From an optimization exercise on the open Yosys and OpenROAD flow, aimed at small area, a short achievable clock period and few clock cycles; shortcuts taken in it are not production practice. Only simulation tests tie the RTL to the original design; equivalence was not proved. Power and IR drop assume default switching activity.

`config.mk`:
```
export PLATFORM = sky130hd
export DESIGN_NAME = fortelion_engine
export DESIGN_NICKNAME = fortelion_engine
export VERILOG_FILES = /design/flow/design.v
export SDC_FILE = /design/flow/constraint.sdc
export NUM_CORES = 4
export LEC_CHECK = 0
export CAP_MARGIN = 20
export CORE_MARGIN = 2
export CORE_UTILIZATION = 40
export SLEW_MARGIN = 20
```
`constraint.sdc`:
```
create_clock -name core_clock -period 10.0 [get_ports {clk}]
set_input_delay 2.0000 -clock core_clock [delete_from_list [all_inputs] [get_ports {clk}]]
set_output_delay 2.0000 -clock core_clock [all_outputs]
set_load 0.01 [all_outputs]
```
`design.v`:
```
module fortelion_engine (
    input  wire         clk,
    input  wire         rst,
    input  wire         req_valid,
    input  wire [31:0]  req_word,
    input  wire         req_transport,
    output wire         req_ready,
    input  wire         s_valid,
    input  wire [1:0]   s_kind,
    input  wire [7:0]   s_data,
    output wire         s_ready,
    output reg          done,
    output reg  [7:0]   rstatus,
    output reg  [7:0]   rrule,
    output reg  [7:0]   rexp,
    output reg  [7:0]   rrcv,
    output reg  [7:0]   ract,
    output reg  [15:0]  rvalid,
    output reg  [7:0]   rqty,
    output reg  [15:0]  rneed,
    output reg  [15:0]  ravail,
    output reg  [31:0]  rval,
    output reg  [127:0] rvec,
    output reg  [15:0]  rlen,
    output reg  [255:0] rbytes,
    output reg  [47:0]  rfault,
    output reg  [39:0]  txb,
    output reg          txv
);
    localparam integer FB_MAX = 38;           
    localparam [3:0] C_CELLV = 4'd0, C_CURR = 4'd1, C_TEMP = 4'd2,
                     C_REMCAP = 4'd3, C_DESCAP = 4'd4, C_FCCAP = 4'd5,
                     C_SOH = 4'd6, C_FS1 = 4'd7, C_FS2 = 4'd8,
                     C_MI = 4'd9, C_SU = 4'd10, C_NONE = 4'd15;
    localparam [7:0] ST_OK = 8'h00, ST_INVALID = 8'h01, ST_NOAPP = 8'h02,
                     ST_SHORT = 8'h03, ST_DIV0 = 8'h04, ST_NOFRAME = 8'h05,
                     ST_RANGE = 8'h06, ST_ILLOP = 8'h0E, ST_ILLOPND = 8'h0F,
                     ST_RXFAIL = 8'h12, ST_NONE = 8'hFF;
    localparam integer MI_CELLV = 0, MI_CURR = 16, MI_TEMP = 18, MI_REMCAP = 20,
                       MI_DESCAP = 22, MI_FCCAP = 24, MI_SOH = 26, MI_FS1 = 27,
                       MI_FS2 = 28;
    localparam integer SU_CURR = 0, SU_TEMPMAX = 4, SU_REMCAP = 6,
                       SU_DESCAP = 8, SU_FCCAP = 10, SU_ABSSOC = 12,
                       SU_RELSOC = 13, SU_SOH = 14, SU_MODV = 16, SU_FS1 = 18,
                       SU_FS2 = 19, SU_FS3 = 20;
    localparam [2:0] S_IDLE = 3'd0, S_STREAM = 3'd1, S_CRC = 3'd2,
                     S_EXEC = 3'd3, S_DIV = 3'd4;
    reg [2:0]  state;
    reg [3:0]  exp_cmd;                  
    reg [7:0]  fb [0:FB_MAX-1];          
    reg [31:0] op_w;                     
    reg        op_transport;
    reg [7:0]  crc;                      
    reg [5:0]  idx;                      
    reg [5:0]  scnt;                     
    reg        s_fail;                   
    reg        div_abs;                  
    reg [23:0] div_q;                    
    reg [23:0] div_r;                    
    reg [23:0] div_d;                    
    reg [4:0]  div_n;
    integer i;
    assign req_ready = (state == S_IDLE);
    assign s_ready   = (state == S_STREAM);
    wire [7:0] op      = op_w[7:0];
    wire [3:0] cmd     = op_w[11:8];
    wire [8:0] index   = op_w[16:8];
    wire [4:0] fid     = op_w[12:8];
    reg        op_known;
    reg        mbz_bad;
    always @(*) begin
        op_known = 1'b1;
        mbz_bad  = 1'b0;
        case (op)
            8'h01, 8'h13, 8'h14, 8'h15,
            8'h20, 8'h21, 8'h22, 8'h23, 8'h24, 8'h25, 8'h26,
            8'h27, 8'h28, 8'h29, 8'h2A, 8'h2B, 8'h2C, 8'h32:
                mbz_bad = |op_w[31:8];
            8'h02, 8'h03, 8'h10: mbz_bad = |op_w[31:12];
            8'h11: mbz_bad = |op_w[23:17];
            8'h12: mbz_bad = |op_w[31:17];
            8'h31: mbz_bad = |op_w[31:13];
            8'h30: mbz_bad = (|op_w[15:13]) | (|op_w[31:24]);
            default: op_known = 1'b0;
        endcase
    end
    wire ill_op     = !op_known || mbz_bad || (op == 8'h13 && !op_transport);
    wire ill_operand = ((op == 8'h02 || op == 8'h03 || op == 8'h10) && cmd >= 4'd11) ||
                       ((op == 8'h30 || op == 8'h31) && fid >= 5'd24);
    wire is_stream   = (op == 8'h01 || op == 8'h13);
    wire needs_valid = (op == 8'h14) || (op >= 8'h20 && op <= 8'h2C) ||
                       (op == 8'h31) || (op == 8'h32);
    reg [7:0]  exp_code, cmd_code, cmd_len, len_lut_exp;
    reg [15:0] q_mask;
    always @(*) begin
        case (exp_cmd)
            4'd0: exp_code = 8'h21;  4'd1: exp_code = 8'h22;
            4'd2: exp_code = 8'h23;  4'd3: exp_code = 8'h24;
            4'd4: exp_code = 8'h25;  4'd5: exp_code = 8'h26;
            4'd6: exp_code = 8'h27;  4'd7: exp_code = 8'h28;
            4'd8: exp_code = 8'h29;  4'd9: exp_code = 8'h30;
            default: exp_code = 8'h31;
        endcase
        case (cmd)
            4'd0: cmd_code = 8'h21;  4'd1: cmd_code = 8'h22;
            4'd2: cmd_code = 8'h23;  4'd3: cmd_code = 8'h24;
            4'd4: cmd_code = 8'h25;  4'd5: cmd_code = 8'h26;
            4'd6: cmd_code = 8'h27;  4'd7: cmd_code = 8'h28;
            4'd8: cmd_code = 8'h29;  4'd9: cmd_code = 8'h30;
            default: cmd_code = 8'h31;
        endcase
        case (exp_cmd)
            4'd0: len_lut_exp = 8'd16;
            4'd1, 4'd2, 4'd3, 4'd4, 4'd5: len_lut_exp = 8'd2;
            4'd6, 4'd7, 4'd8: len_lut_exp = 8'd1;
            4'd9: len_lut_exp = 8'd32;
            4'd10: len_lut_exp = 8'd24;
            default: len_lut_exp = 8'd0;
        endcase
        case (cmd)
            4'd0: cmd_len = 8'd16;
            4'd1, 4'd2, 4'd3, 4'd4, 4'd5: cmd_len = 8'd2;
            4'd6, 4'd7, 4'd8: cmd_len = 8'd1;
            4'd9: cmd_len = 8'd32;
            4'd10: cmd_len = 8'd24;
            default: cmd_len = 8'd0;
        endcase
        case (op[3:0])
            4'd0:  q_mask = 16'h0201;
            4'd1:  q_mask = 16'h0602;
            4'd2:  q_mask = 16'h0604;
            4'd3:  q_mask = 16'h0608;
            4'd4:  q_mask = 16'h0610;
            4'd5:  q_mask = 16'h0620;
            4'd6, 4'd7, 4'd9: q_mask = 16'h0600;
            4'd8:  q_mask = 16'h0640;
            4'd10: q_mask = 16'h0680;
            4'd11: q_mask = 16'h0700;
            default: q_mask = 16'h0400;
        endcase
    end
    reg [7:0] crc_s, crc_w, bld_ck;
    reg [31:0] bld_hdr;
    integer k, j;
    always @(*) begin
        crc_s = crc ^ s_data;
        for (k = 0; k < 8; k = k + 1)
            crc_s = crc_s[7] ? ((crc_s << 1) ^ 8'h07) : (crc_s << 1);
        crc_w = crc ^ fb[idx];
        for (k = 0; k < 8; k = k + 1)
            crc_w = crc_w[7] ? ((crc_w << 1) ^ 8'h07) : (crc_w << 1);
        bld_hdr = {8'h00, cmd_code, 8'h01, 8'h05};
        bld_ck = 8'h00;
        for (j = 0; j < 4; j = j + 1) begin
            bld_ck = bld_ck ^ bld_hdr[8*j +: 8];
            for (k = 0; k < 8; k = k + 1)
                bld_ck = bld_ck[7] ? ((bld_ck << 1) ^ 8'h07) : (bld_ck << 1);
        end
    end
    wire [7:0] cur_len  = len_lut_exp;
    wire [8:0] cur_flen = (exp_cmd == C_NONE) ? 9'd0 : ({1'b0, cur_len} + 9'd6);
    wire       no_frame = (exp_cmd == C_NONE);
    reg [7:0] v_rule, v_exp, v_rcv;
    reg [7:0] ck_byte;
    always @(*) begin
        ck_byte = fb[4 + cur_len];
        v_rule = 8'd0; v_exp = 8'd0; v_rcv = 8'd0;
        if (fb[0] != 8'h02) begin
            v_rule = 8'd1; v_exp = 8'h02; v_rcv = fb[0];
        end else if (fb[1] != 8'h01) begin
            v_rule = 8'd2; v_exp = 8'h01; v_rcv = fb[1];
        end else if (fb[2] != exp_code) begin
            v_rule = 8'd3; v_exp = exp_code; v_rcv = fb[2];
        end else if (fb[3] != cur_len) begin
            v_rule = 8'd4; v_exp = cur_len; v_rcv = fb[3];
        end else if (ck_byte != crc) begin
            v_rule = 8'd5; v_exp = crc; v_rcv = ck_byte;
        end
    end
    reg        fr1_ok, fr2_ok, fr3_ok;
    reg [7:0]  fr1, fr2, fr3;
    always @(*) begin
        fr1_ok = 1'b1; fr2_ok = 1'b1; fr3_ok = 1'b0;
        fr1 = 8'd0; fr2 = 8'd0; fr3 = 8'd0;
        case (exp_cmd)
            C_FS1: fr1 = fb[4 + 0];
            C_MI:  fr1 = fb[4 + MI_FS1];
            C_SU:  fr1 = fb[4 + SU_FS1];
            default: fr1_ok = 1'b0;
        endcase
        case (exp_cmd)
            C_FS2: fr2 = fb[4 + 0];
            C_MI:  fr2 = fb[4 + MI_FS2];
            C_SU:  fr2 = fb[4 + SU_FS2];
            default: fr2_ok = 1'b0;
        endcase
        if (exp_cmd == C_SU) begin
            fr3_ok = 1'b1;
            fr3 = fb[4 + SU_FS3];
        end
    end
    wire [18:0] mi_cell_sum = {fb[4 + MI_CELLV + 0], fb[5 + MI_CELLV + 0]} + {fb[4 + MI_CELLV + 2], fb[5 + MI_CELLV + 2]} + {fb[4 + MI_CELLV + 4], fb[5 + MI_CELLV + 4]} +
                              {fb[4 + MI_CELLV + 6], fb[5 + MI_CELLV + 6]} + {fb[4 + MI_CELLV + 8], fb[5 + MI_CELLV + 8]} + {fb[4 + MI_CELLV + 10], fb[5 + MI_CELLV + 10]} +
                              {fb[4 + MI_CELLV + 12], fb[5 + MI_CELLV + 12]} + {fb[4 + MI_CELLV + 14], fb[5 + MI_CELLV + 14]};
    wire [7:0] bld_code = cmd_code;
    reg [47:0] fault_all;
    always @(*) begin
        for (k = 0; k < 8; k = k + 1) begin
            fault_all[2*k +: 2]      = !fr1_ok ? 2'd0 : (fr1[k] ? 2'd2 : 2'd1);
            fault_all[16 + 2*k +: 2] = !fr2_ok ? 2'd0 : (fr2[k] ? 2'd2 : 2'd1);
            fault_all[32 + 2*k +: 2] = !fr3_ok ? 2'd0 : (fr3[k] ? 2'd2 : 2'd1);
        end
    end
    reg [23:0] div_r_next;
    reg        div_ge;
    always @(*) begin
        div_r_next = {div_r[22:0], div_q[23]};
        div_ge     = (div_r_next >= div_d);
    end
    always @(posedge clk) begin
        if (rst) begin
            state   <= S_IDLE;
            exp_cmd <= C_NONE;
            txv     <= 1'b0;
            done    <= 1'b0;
            rstatus <= ST_NONE;
            rrule   <= 8'd0; rexp <= 8'd0; rrcv <= 8'd0; ract <= 8'd0;
            rvalid  <= 16'd0; rqty <= 8'd0; rneed <= 16'd0; ravail <= 16'd0;
            rval    <= 32'd0; rvec <= 128'd0; rlen <= 16'd0; rbytes <= 256'd0;
            rfault  <= 48'd0;
        end else begin
            done <= 1'b0;
            case (state)
            S_IDLE: if (req_valid) begin
                op_w         <= req_word;
                op_transport <= req_transport;
                crc          <= 8'd0;
                idx          <= 6'd0;
                scnt         <= 6'd0;
                s_fail       <= 1'b0;
                rstatus <= 8'd0;
                rrule   <= 8'd0; rexp <= 8'd0; rrcv <= 8'd0; ract <= 8'd0;
                rvalid  <= 16'd0; rqty <= 8'd0; rneed <= 16'd0; ravail <= 16'd0;
                rval    <= 32'd0; rvec <= 128'd0; rlen <= 16'd0; rbytes <= 256'd0;
                rfault  <= 48'd0;
                if (req_word[7:0] == 8'h01 || req_word[7:0] == 8'h13)
                    state <= S_STREAM;
                else
                    state <= S_CRC;
            end
            S_STREAM: if (s_valid) begin
                if (s_kind[1] == 1'b0) begin
                    crc <= crc_s;
                    if (op == 8'h13 && !ill_op && !no_frame && {3'd0, scnt} < cur_flen)
                        fb[scnt] <= s_data;
                    if (scnt != 6'd63)
                        scnt <= scnt + 6'd1;
                end
                if (s_kind != 2'd0) begin
                    s_fail <= (s_kind == 2'd3);
                    state  <= S_EXEC;
                end
            end
            S_CRC: begin
                if (!ill_op && !ill_operand && needs_valid && !no_frame &&
                    {2'd0, idx} != cur_len + 8'd4) begin
                    crc <= crc_w;
                    idx <= idx + 6'd1;
                end else begin
                    state <= S_EXEC;
                end
            end
            S_EXEC: begin
                state <= S_IDLE;
                done  <= 1'b1;
                if (ill_op) begin
                    rstatus <= ST_ILLOP;
                end else if (ill_operand) begin
                    rstatus <= ST_ILLOPND;
                end else if (needs_valid && no_frame) begin
                    rstatus <= ST_NOFRAME;
                end else if (needs_valid && v_rule != 8'd0) begin
                    rstatus <= ST_INVALID;
                    rrule   <= v_rule;
                    rexp    <= v_exp;
                    rrcv    <= v_rcv;
                end else begin
                    case (op)
                    8'h01: rval <= {24'd0, crc};
                    8'h02: rval <= {16'd0, cmd_len, cmd_code};
                    8'h03: begin
                        txb <= {bld_ck, 8'h00, bld_code, 8'h01, 8'h05};
                        txv <= 1'b1;
                        rbytes[39:0] <= {bld_ck, 8'h00, bld_code, 8'h01, 8'h05};
                        rlen <= 16'd5;
                    end
                    8'h10: begin
                        exp_cmd <= cmd;
                        for (i = 0; i < FB_MAX; i = i + 1)
                            fb[i] <= 8'h00;
                    end
                    8'h11, 8'h12: begin
                        if (no_frame) begin
                            rstatus <= ST_NOFRAME;
                        end else if (index >= cur_flen) begin
                            rstatus <= ST_RANGE;
                            rneed   <= {7'd0, index};
                            ravail  <= {7'd0, cur_flen};
                        end else if (op == 8'h11) begin
                            fb[index] <= op_w[31:24];
                        end else begin
                            rval <= {24'd0, fb[index]};
                        end
                    end
                    8'h13: begin
                        if (no_frame) begin
                            rstatus <= ST_NOFRAME;
                        end else if (s_fail || {3'd0, scnt} != cur_flen) begin
                            rstatus <= ST_RXFAIL;
                            for (i = 0; i < FB_MAX; i = i + 1)
                                fb[i] <= 8'h00;
                        end
                    end
                    8'h14: ;    
                    8'h15: begin
                        if (no_frame) begin
                            rstatus <= ST_NOFRAME;
                        end else begin
                            for (i = 0; i < 32; i = i + 1)
                                if (i < cur_len)
                                    rbytes[8*i +: 8] <= fb[4 + i];
                            rlen <= {8'd0, cur_len};
                        end
                    end
                    8'h20: begin    
                        if (exp_cmd == C_CELLV || exp_cmd == C_MI) begin
                            for (i = 0; i < 8; i = i + 1)
                                rvec[16*i +: 16] <= (exp_cmd == C_CELLV) ?
                                    {fb[4 + 2*i], fb[5 + 2*i]} :
                                    {fb[4 + MI_CELLV + 2*i], fb[5 + MI_CELLV + 2*i]};
                        end else begin
                            rstatus <= ST_NOAPP; ract <= {4'd0, exp_cmd}; rvalid <= q_mask;
                        end
                    end
                    8'h21: begin    
                        case (exp_cmd)
                            C_CURR: rval <= {{16{fb[4][7]}}, {fb[4 + 0], fb[5 + 0]}};
                            C_MI:   rval <= $signed({fb[4 + MI_CURR], fb[5 + MI_CURR]}) * 32'sd10;
                            C_SU:   rval <= $signed({fb[4 + SU_CURR], fb[5 + SU_CURR]}) * 32'sd10;
                            default: begin
                                rstatus <= ST_NOAPP; ract <= {4'd0, exp_cmd}; rvalid <= q_mask;
                            end
                        endcase
                    end
                    8'h22: begin    
                        case (exp_cmd)
                            C_TEMP: rval <= {{16{fb[4][7]}}, {fb[4 + 0], fb[5 + 0]}};
                            C_MI:   rval <= {{16{fb[4 + MI_TEMP][7]}}, {fb[4 + MI_TEMP], fb[5 + MI_TEMP]}};
                            C_SU:   rval <= {{16{fb[4 + SU_TEMPMAX][7]}}, {fb[4 + SU_TEMPMAX], fb[5 + SU_TEMPMAX]}};
                            default: begin
                                rstatus <= ST_NOAPP; ract <= {4'd0, exp_cmd}; rvalid <= q_mask;
                            end
                        endcase
                    end
                    8'h23, 8'h24, 8'h25: begin    
                        if (exp_cmd == op[3:0] - 4'd0) begin
                            rval <= {16'd0, {fb[4 + 0], fb[5 + 0]}};
                        end else if (exp_cmd == C_MI) begin
                            case (op[3:0])
                                4'h3: rval <= {16'd0, {fb[4 + MI_REMCAP], fb[5 + MI_REMCAP]}};
                                4'h4: rval <= {16'd0, {fb[4 + MI_DESCAP], fb[5 + MI_DESCAP]}};
                                default: rval <= {16'd0, {fb[4 + MI_FCCAP], fb[5 + MI_FCCAP]}};
                            endcase
                        end else if (exp_cmd == C_SU) begin
                            case (op[3:0])
                                4'h3: rval <= {fb[4 + SU_REMCAP], fb[5 + SU_REMCAP]} * 32'd10;
                                4'h4: rval <= {fb[4 + SU_DESCAP], fb[5 + SU_DESCAP]} * 32'd10;
                                default: rval <= {fb[4 + SU_FCCAP], fb[5 + SU_FCCAP]} * 32'd10;
                            endcase
                        end else begin
                            rstatus <= ST_NOAPP; ract <= {4'd0, exp_cmd};
                            rvalid <= q_mask;
                        end
                    end
                    8'h26, 8'h27: begin    
                        if (exp_cmd == C_SU) begin
                            rval <= {24'd0, (op == 8'h26) ? fb[4 + SU_ABSSOC] : fb[4 + SU_RELSOC]};
                        end else if (exp_cmd == C_MI) begin
                            if (op == 8'h26 && {fb[4 + MI_DESCAP], fb[5 + MI_DESCAP]} == 16'd0) begin
                                rstatus <= ST_DIV0; rqty <= 8'd6;
                            end else if (op == 8'h27 && {fb[4 + MI_FCCAP], fb[5 + MI_FCCAP]} == 16'd0) begin
                                rstatus <= ST_DIV0; rqty <= 8'd7;
                            end else begin
                                done    <= 1'b0;
                                state   <= S_DIV;
                                div_abs <= (op == 8'h26);
                                div_n   <= 5'd0;
                                div_r   <= 24'd0;
                                if (op == 8'h26) begin
                                    div_q <= {fb[4 + MI_REMCAP], fb[5 + MI_REMCAP]} * 24'd200 + {8'd0, {fb[4 + MI_DESCAP], fb[5 + MI_DESCAP]}};
                                    div_d <= {7'd0, {fb[4 + MI_DESCAP], fb[5 + MI_DESCAP]}, 1'b0};
                                end else begin
                                    div_q <= {fb[4 + MI_REMCAP], fb[5 + MI_REMCAP]} * 24'd100;
                                    div_d <= {8'd0, {fb[4 + MI_FCCAP], fb[5 + MI_FCCAP]}};
                                end
                            end
                        end else begin
                            rstatus <= ST_NOAPP; ract <= {4'd0, exp_cmd};
                            rvalid <= q_mask;
                        end
                    end
                    8'h28: begin    
                        case (exp_cmd)
                            C_SOH: rval <= {24'd0, fb[4 + 0]};
                            C_MI:  rval <= {24'd0, fb[4 + MI_SOH]};
                            C_SU:  rval <= {24'd0, fb[4 + SU_SOH]};
                            default: begin
                                rstatus <= ST_NOAPP; ract <= {4'd0, exp_cmd}; rvalid <= q_mask;
                            end
                        endcase
                    end
                    8'h29: begin    
                        case (exp_cmd)
                            C_MI: rval <= {13'd0, mi_cell_sum};
                            C_SU: rval <= {16'd0, {fb[4 + SU_MODV], fb[5 + SU_MODV]}};
                            default: begin
                                rstatus <= ST_NOAPP; ract <= {4'd0, exp_cmd}; rvalid <= q_mask;
                            end
                        endcase
                    end
                    8'h2A: begin
                        if (fr1_ok) rval <= {24'd0, fr1};
                        else begin
                            rstatus <= ST_NOAPP; ract <= {4'd0, exp_cmd}; rvalid <= q_mask;
                        end
                    end
                    8'h2B: begin
                        if (fr2_ok) rval <= {24'd0, fr2};
                        else begin
                            rstatus <= ST_NOAPP; ract <= {4'd0, exp_cmd}; rvalid <= q_mask;
                        end
                    end
                    8'h2C: begin
                        if (fr3_ok) rval <= {24'd0, fr3};
                        else begin
                            rstatus <= ST_NOAPP; ract <= {4'd0, exp_cmd}; rvalid <= q_mask;
                        end
                    end
                    8'h30: rval <= {30'd0, op_w[16 + fid[2:0]] ? 2'd2 : 2'd1};
                    8'h31: rval <= {30'd0, fault_all[2*fid +: 2]};
                    8'h32: rfault <= fault_all;
                    default: ;
                    endcase
                end
            end
            S_DIV: begin
                div_r <= div_ge ? (div_r_next - div_d) : div_r_next;
                div_q <= {div_q[22:0], div_ge};
                div_n <= div_n + 5'd1;
                if (div_n == 5'd23) begin
                    rval  <= {8'd0, div_q[22:0], div_ge};
                    state <= S_IDLE;
                    done  <= 1'b1;
                end
            end
            default: state <= S_IDLE;
            endcase
        end
    end
endmodule
```
`run.sh`:
```
#!/bin/bash
# synth_recipe.tcl (not shown) runs the flow's synth.tcl, then flattens the netlist and writes it again
# the make line also repeats each setting of config.mk as NAME=value (left out here)
make -C /OpenROAD-flow-scripts/flow DESIGN_CONFIG=/design/flow/config.mk WORK_HOME=/design/flow/orfs CLKGATE_MAP_FILE= SYNTH_SCRIPT=/design/flow/synth_recipe.tcl finish
```
==> out/qor.csv <==
metric;value;unit
outcome;finished clean;
antenna_found_initial;41;
num_rows;155;
hold_depth;2;
die_x;428.6;µm
num-nets-final;8018;
hp-start;rbytes[131];
root_buffer;clkbuf_16;
numPlacedInstances;9796;
ios;667;
crit_type;reg2reg;
synth_cell_types;105;
fin_crit_sh;65.66;%
clk_latency;0.84;ns
powerDensity;140.5;nW/µm²
drive_above_1_share;12.81;%
grt_pass1_wl;478600;µm
cts-resized-gates;0;
arrival;7.23;ns
wl_per_cell;34.44;µm
peakVddDrop;165.1;µV
fmax;0.1523;GHz
grt_pass1_vias;60530;
synth_top_flop_cell;dfxtp_1;
hp-class;reg2reg;
remaining_drc_errors;0;
yosysSeqAreaShare;38.64;%
cts_sinks;1220;
fin_tns_setup;0;ns
cp_slowest_cell;dfxtp_4;
whs_endpoint;rbytes[131];
min_period;6.566;ns
tritoncts;done;
drt_iter0_markers;9128;
grt.overflow.total;0;
synthArstFlopShare;0;%
path_cells;mux4_2, a22o_1, a221oi_1, nand4_1, and4b_1, nand4_1, o21ai_2, a21bo_4, buf_4, buf_4, mux2i_1, nor2_1;
reg2reg_to;rvec[118];
synth_edf_count;344;
area_growth;18.51;%
dpl-instance-area;80590;µm²
netlist_instances;7126;
p_seq_share;44.1;%
critPathLaunchType;register;
post_cts_buffers;0;
combPwrFrac;10.8;%
finalHoldViolCount;0;
clk_pin_slew;0.06;ns
setup_viol;0;
num_vias;64340;
r2r_setup_slack;3.43;ns
htreeDepth;4;
routabilityCongestion;1.079;
worst_pin_slew;1.322;ns
ys_warn_count;1;
cp.required;10.66;ns
crit_path_max_fanout;61;
final_cells;10080;
avgSynthCellArea;10.12;µm²
n_fill_cell;16740;
final_max_slew_viol_count;0;
fin_util;47.80;%
r2r-start;cur_len[0];
core;178800;µm²
max-clock-path-buffers;3;
rr_worst_depth;12;
swShare;27.25;%
numCtsBuffers;140;
initial_core_util;40.33;%
dr.pass1.iters;7;
netSwitchingPower;0.003273;W
track_usage;36.61;%
hpwl;254600;µm
hold_buffers;0;
maxCapViolations;0;
drt_wl_total;347000;µm
ant_nets;0;
skew;0.04427;ns
intPower;0.008737;W
synth-seq-cells;1220;
crit_path_end_kind;register;
power_frac_clock;45.1;%
dieArea;183700;µm²
syn_area;72120;µm²
fin_area;85470;µm²
dieHeight;428.6;µm
port_buffers;594;
rsz0062_at_grt;no;
viasPerCell;6.386;
power.static_leakage;30.97;nW
grt_max_degree;225;
cp_slowest_stage_delay;1.02;ns
relSlewSlack;11.57;%
[cell usage in the layout, fill, tap and decap left out, types with 42 or more instances in the layout]
cell type	n
xor2_1	63
conb_1	72
nor2_1	748
fa_1	113
a21oi_4	42
clkdlybuf4s50_1	593
ha_1	272
a21oi_1	420
o21ai_0	259
and2_1	103
nor3_1	98
dfxtp_1	867
edfxtp_1	344
mux4_2	376
nand2b_1	42
inv_1	267
clkbuf_16	143
xnor2_1	118
mux2i_1	528
a22oi_1	56
nand2_1	662
buf_4	219
nand3_1	273
a22o_1	58
a211oi_1	48
[worst max-delay path: cells and delay by family (launching register included)]
family          cells  cell delay (ns)
mux                 2             0.91
flops               1             1.02
buf+inv             2             1.55
simple gates        4             0.70
compound gates      4             2.07
[area by class of cell]
| class | instances | area [µm²] | area share [%] |
|---|---|---|---|
| antenna | 20 | 50.05 | 0.05856 |
| clock buffer | 186 | 3921 | 4.588 |
| clock inverter | 70 | 822.0 | 0.9618 |
| inverter | 273 | 1027 | 1.202 |
| multi-input combinational | 5130 | 41040 | 48.02 |
| sequential | 1220 | 27900 | 32.64 |
| tap | 2355 | 2947 | 3.448 |
| timing repair buffer | 821 | 7762 | 9.083 |
[per-layer routing]
layer / part of all wire, % / vias up / global-route usage, %
met5: 0.080 / - / 0
met2: 43 / 4552 / 54.68
li1: - / 26840 / -
met1: 36 / 31570 / 43.92
met4: 8.1 / 44 / 23.40
met3: 13 / 1336 / 14.35
[synth_stat cells, drive strengths merged, types with 16 or more instances]
library cell / instances / area, µm²
nor3: 106 / 535.5
nor4: 35 / 219.0
nor2b: 38 / 237.7
o21a: 38 / 285.3
mux2i: 532 / 5375
and3: 18 / 112.6
inv: 270 / 1013
a21oi: 464 / 2761
mux4: 376 / 8468
fa: 113 / 2262
edfxtp: 344 / 10330
o211ai: 32 / 240.2
o22ai: 41 / 262.8
a22oi: 56 / 420.4
clkbuf: 319 / 1197
o21bai: 16 / 120.1
ha: 272 / 3403
o21ai: 275 / 1384
a211oi: 48 / 360.4
dfxtp: 876 / 17540
nand3: 278 / 1416
o2bb2ai: 30 / 262.8
nor3b: 19 / 142.6
nand2: 662 / 2485
a22o: 58 / 508.0
buf: 254 / 1465
a21o: 29 / 217.7
xnor2: 118 / 1033
nand4: 45 / 324.1
and2: 105 / 656.9
nand2b: 43 / 276.5
and4: 23 / 201.4
nor2: 756 / 2840
o31ai: 24 / 193.9
or3: 29 / 181.4
xor2: 63 / 551.8
a221oi: 25 / 225.2
a31oi: 38 / 252.7
[kinds of logic (layout without fill, tap and decap cells)]
kind of cell / after synthesis / after routing / share of synthesized area, %
simple gates: 2221 / 2221 / 14.11
flops: 1220 / 1220 / 38.64
compound gates: 1348 / 1348 / 12.64
mux: 923 / 923 / 19.43
other cells: 2 / 92 / 0.01041
xor+xnor: 181 / 181 / 2.198
buf+inv: 846 / 1350 / 5.113
fa+ha+maj: 385 / 385 / 7.856
[power by group through the flow]
stage | registers (W) | clock network [W] | logic (W)
floorplan | 0.00528 | 0 | 0.000890
global placement | 0.00540 | 0 | 0.00125
detailed placement | 0.00540 | 0 | 0.00126
CTS | 0.00529 | 0.00546 | 0.00127
global route | 0.00530 | 0.00567 | 0.00134
finish | 0.00530 | 0.00541 | 0.00130
[metrics by stage]
stage	total power [W]	hold WS (ns)	worst slack (ns)
finish	0.01201	0.4461	3.434
global route	0.01230	0.4638	3.153
CTS	0.01202	0.4501	3.587
detailed placement	0.006657	0.4425	3.614
global placement	0.006644	0.4391	3.691
floorplan	0.006171	0.4064	3.750
[how the worst max path moves through the flow]
stage | cells past startpoint | slack, ns | endpoint | startpoint
global route | 12 | 3.15 | rvec[118] | cur_len[0]
floorplan | 7 | 3.75 | div_n[0] | rst
global placement | 9 | 3.69 | rvec[102] | req_valid
finish | 12 | 3.43 | rvec[118] | cur_len[0]
detailed placement | 12 | 3.61 | rvec[120] | cur_len[0]
CTS | 12 | 3.59 | rvec[118] | cur_len[0]
[registers in the layout, summed over array words and instances (netlist names), 9 cells and up, named ones only]
register	count
div_r	23
rvec	128
q_mask	11
fb	512
rneed	9
rvalid	11
op_w	32
div_d	17
rval	25
rbytes	256
div_q	24
txb	13
rfault	48
Testbench counts, summed over its fixed seeds: cycles 67,209.

port drivers added, routing unchanged:
No port has a modelled driver above. Below, the same layout with a new extraction and two added sets of constraints. Step 1 (the two cells are an assumption about what drives the block):
set clk [get_ports {clk}]
set_driving_cell -lib_cell sky130_fd_sc_hd__clkbuf_16 $clk
set_driving_cell -lib_cell sky130_fd_sc_hd__buf_2 [delete_from_list [all_inputs] $clk]
Step 2 times the ports against the registers' clock, not the clock port: input delays grow and output delays shrink by t, the midpoint of the rising clock arrivals with the driver on. Slacks: ideal / step 1 / step 2; pairs: ideal / step 1.
t (ns): 0.915
setup WS [ns]: 3.434 / 3.434 / 3.434
cell pins on the clock port's net: 1
After both steps this run still meets setup and hold. The setup slack of this run moves by 0.000 ns with the drivers and by 0.000 ns with both steps.
